Source: an optimization exercise on an open RTL-to-GDS flow (aim: small area, a short achievable clock period and few clock cycles per item). Production flows keep margins and buffers that such runs may drop.
At most, simulation tests tie the RTL to the original design; equivalence was not proved.

## plc_blk_codec
module plc_blk_codec (
    input  wire        clk,
    input  wire        rst,
    input  wire        tx_cmd_valid,
    output wire        tx_cmd_ready,
    input  wire [15:0] tx_cmd_ssn,
    input  wire [8:0]  tx_cmd_boff,
    input  wire        tx_cmd_bflag,
    input  wire        tx_cmd_long,
    input  wire        tx_in_valid,
    output wire        tx_in_ready,
    input  wire [31:0] tx_in_data,
    output wire        tx_out_valid,
    input  wire        tx_out_ready,
    output wire [31:0] tx_out_data,
    output wire        tx_out_last,
    input  wire        rx_in_valid,
    output wire        rx_in_ready,
    input  wire [31:0] rx_in_data,
    input  wire        rx_in_long,
    output wire        rx_res_valid,
    input  wire        rx_res_ready,
    output wire        rx_res_ok,
    output wire        rx_res_fmterr,
    output wire [31:0] rx_res_hdr
);
    plc_blk_tx u_tx (
        .clk(clk), .rst(rst),
        .cmd_valid(tx_cmd_valid), .cmd_ready(tx_cmd_ready),
        .cmd_ssn(tx_cmd_ssn), .cmd_boff(tx_cmd_boff),
        .cmd_bflag(tx_cmd_bflag), .cmd_long(tx_cmd_long),
        .in_valid(tx_in_valid), .in_ready(tx_in_ready), .in_data(tx_in_data),
        .out_valid(tx_out_valid), .out_ready(tx_out_ready),
  ...
==> module plc_blk_tx, before the edit <==
module plc_blk_tx (
    input  wire        clk,
    input  wire        rst,
    input  wire        cmd_valid,
    output wire        cmd_ready,
    input  wire [15:0] cmd_ssn,
    input  wire [8:0]  cmd_boff,
    input  wire        cmd_bflag,
    input  wire        cmd_long,
    input  wire        in_valid,
    output wire        in_ready,
    input  wire [31:0] in_data,
    output reg         out_valid,
    input  wire        out_ready,
    output reg  [31:0] out_data,
    output reg         out_last
);
    reg        p_cmd, p_body, p_tail;
    reg        e_cmd, e_body;
    reg [6:0]  cnt;         
    reg [31:0] x;           
    wire [31:0] mx;
    plc_crc32_word u_crc (.x(x), .y(mx));
    wire [31:0] hdr = {3'b000, 1'b0, cmd_bflag, 1'b0, 1'b1,
                       (cmd_bflag ? cmd_boff : 9'd0), cmd_ssn};
    wire r_free = !out_valid || out_ready;
    assign cmd_ready = e_cmd || (p_cmd && out_ready);
    assign in_ready  = e_body || (p_body && out_ready);
    wire cmd_fire = cmd_valid && cmd_ready;
    wire in_fire  = in_valid && in_ready;
    wire acc      = cmd_fire || in_fire;
    wire tail_go  = p_tail && r_free;
    wire last     = in_fire && (cnt == 7'd0);
    wire [31:0] acc_word = p_body ? in_data : hdr;
    wire p_cmd_n  = cmd_fire ? 1'b0 : (p_cmd || tail_go);
    wire p_body_n = cmd_fire ? 1'b1 : (p_body && !last);
    wire p_tail_n = last ? 1'b1 : (p_tail && !tail_go);
    wire out_valid_n = r_free ? (acc || p_tail) : out_valid;
    always @(posedge clk) begin
        if (rst) begin
            p_cmd     <= 1'b1;
            p_body    <= 1'b0;
            p_tail    <= 1'b0;
            e_cmd     <= 1'b1;
            e_body    <= 1'b0;
            cnt       <= 7'd0;
            out_valid <= 1'b0;
            out_last  <= 1'b0;
        end else begin
            p_cmd     <= p_cmd_n;
            p_body    <= p_body_n;
            p_tail    <= p_tail_n;
            e_cmd     <= p_cmd_n && !out_valid_n;
            e_body    <= p_body_n && !out_valid_n;
            out_valid <= out_valid_n;
            if (cmd_fire)
                cnt <= cmd_long ? 7'd127 : 7'd31;
            else if (in_fire)
                cnt <= cnt - 7'd1;
            if (r_free)
                out_last <= p_tail;
        end
    end
    always @(posedge clk) begin
        if (acc)
            x <= (p_body ? mx : 32'hFFFFFFFF) ^ acc_word;
        if (r_free)
            out_data <= p_tail ? ~mx : acc_word;
    end
endmodule
export LEC_CHECK = 0
export CAP_MARGIN = 20
export CORE_MARGIN = 2
export CORE_UTILIZATION = 40
export PLACE_DENSITY = 0.6
export SETUP_SLACK_MARGIN = 2.6
export SLEW_MARGIN = 20
export DONT_USE_CELLS = sky130_fd_sc_hd__xor3_1 sky130_fd_sc_hd__xor3_2 sky130_fd_sc_hd__xor3_4 sky130_fd_sc_hd__xnor3_1 sky130_fd_sc_hd__xnor3_2 sky130_fd_sc_hd__xnor3_4
create_clock -name core_clock -period 5.0 [get_ports {clk}]
standard.sh (not shown) runs the stock make flow with config.mk's settings and CLKGATE_MAP_FILE= SYNTH_SCRIPT=/design/flow/synth_recipe.tcl, a recipe that flattens the netlist after the stock synthesis.
==> flow/flow/run.sh <==
#!/bin/bash
# Standard ORFS layout with a few extra ORFS settings passed to make.
set -euo pipefail
# keep three-input XOR cells out of the mapping: two-input XORs are smaller
# and faster for the CRC networks
echo 'export DONT_USE_CELLS = sky130_fd_sc_hd__xor3_1 sky130_fd_sc_hd__xor3_2 sky130_fd_sc_hd__xor3_4 sky130_fd_sc_hd__xnor3_1 sky130_fd_sc_hd__xnor3_2 sky130_fd_sc_hd__xnor3_4' >> config.mk
bash standard.sh BUFFER_PORTS_ARGS=-buffer_cell\ sky130_fd_sc_hd__buf_2 finish > standard.log 2>&1
The first run completed without violations.
Testbench counts at the start, summed over its fixed seeds: cycles 5,594, items 96.
Change:
--- a/flow/design.v
+++ b/flow/design.v
@@ -259,59 +259,55 @@
     input  wire        out_ready,
     output reg  [31:0] out_data,
     output reg         out_last
 );
-    reg        p_cmd, p_body, p_tail;
-    reg        e_cmd, e_body;
+    localparam P_CMD  = 2'd0;   
+    localparam P_BODY = 2'd1;   
+    localparam P_TAIL = 2'd2;   
+    reg [1:0]  phase;
     reg [6:0]  cnt;         
     reg [31:0] x;           
     wire [31:0] mx;
     plc_crc32_word u_crc (.x(x), .y(mx));
     wire [31:0] hdr = {3'b000, 1'b0, cmd_bflag, 1'b0, 1'b1,
                        (cmd_bflag ? cmd_boff : 9'd0), cmd_ssn};
     wire r_free = !out_valid || out_ready;
-    assign cmd_ready = e_cmd || (p_cmd && out_ready);
-    assign in_ready  = e_body || (p_body && out_ready);
+    assign cmd_ready = (phase == P_CMD) && r_free;
+    assign in_ready  = (phase == P_BODY) && r_free;
     wire cmd_fire = cmd_valid && cmd_ready;
     wire in_fire  = in_valid && in_ready;
     wire acc      = cmd_fire || in_fire;
-    wire tail_go  = p_tail && r_free;
-    wire last     = in_fire && (cnt == 7'd0);
-    wire [31:0] acc_word = p_body ? in_data : hdr;
-    wire p_cmd_n  = cmd_fire ? 1'b0 : (p_cmd || tail_go);
-    wire p_body_n = cmd_fire ? 1'b1 : (p_body && !last);
-    wire p_tail_n = last ? 1'b1 : (p_tail && !tail_go);
-    wire out_valid_n = r_free ? (acc || p_tail) : out_valid;
+    wire body     = (phase == P_BODY);
+    wire tail     = (phase == P_TAIL);
+    wire [31:0] acc_word = body ? in_data : hdr;
     always @(posedge clk) begin
         if (rst) begin
-            p_cmd     <= 1'b1;
-            p_body    <= 1'b0;
-            p_tail    <= 1'b0;
-            e_cmd     <= 1'b1;
-            e_body    <= 1'b0;
+            phase     <= P_CMD;
             cnt       <= 7'd0;
             out_valid <= 1'b0;
             out_last  <= 1'b0;
         end else begin
-            p_cmd     <= p_cmd_n;
-            p_body    <= p_body_n;
-            p_tail    <= p_tail_n;
-            e_cmd     <= p_cmd_n && !out_valid_n;
-            e_body    <= p_body_n && !out_valid_n;
-            out_valid <= out_valid_n;
-            if (cmd_fire)
-                cnt <= cmd_long ? 7'd127 : 7'd31;
-            else if (in_fire)
+            if (cmd_fire) begin
+                phase <= P_BODY;
+                cnt   <= cmd_long ? 7'd127 : 7'd31;
+            end else if (in_fire) begin
+                if (cnt == 7'd0)
+                    phase <= P_TAIL;
                 cnt <= cnt - 7'd1;
-            if (r_free)
-                out_last <= p_tail;
+            end else if (tail && r_free) begin
+                phase <= P_CMD;
+            end
+            if (r_free) begin
+                out_valid <= acc || tail;
+                out_last  <= tail;
+            end
         end
     end
     always @(posedge clk) begin
         if (acc)
-            x <= (p_body ? mx : 32'hFFFFFFFF) ^ acc_word;
+            x <= (body ? mx : 32'hFFFFFFFF) ^ acc_word;
         if (r_free)
-            out_data <= p_tail ? ~mx : acc_word;
+            out_data <= tail ? ~mx : acc_word;
     end
 endmodule
 module plc_blk_rx (
     input  wire        clk,
Final cell count increases by 7.4%.
Via count climbs by 8.3%.
Design area goes up by 7.1%.
Die area came out higher by 2.1%.
Flip-flop and latch count decreases by 3.
Global-route usage increases by 1.1 points.
Function not checked in the second run of this note: the RTL went through the layout flow alone.

[afterwards: timing with drivers on the ports]
Ports are ideal in the flow. The routed layouts listed here were re-timed in OpenROAD.
Step 1 sets driving cells, clkbuf_16 on the clock port and buf_2 on the other inputs (assumed; they add their load-dependent delay and slew).
Step 2 adds t to the input delays and takes it off the output delays; t is the mean of the earliest and latest rising clock arrival at the registers after step 1. Input paths then give back, and output paths get back, about the clock's delay inside the block.
Slacks: no drivers / after step 1 / after step 2; pairs: no drivers / after step 1.
run | t, ns | setup WS [ns] | latest minus earliest clock arrival (ns)
the first run | 0.481 | 2.578 / 2.532 / 2.235 | 0.014 / 0.014
the second run | 0.473 | 2.551 / 2.521 / 2.276 | 0.015 / 0.015
After both steps every run listed still meets setup and hold. The setup slack of the first run, which loses most, moves by -0.046 ns with the drivers and by -0.343 ns with both steps.
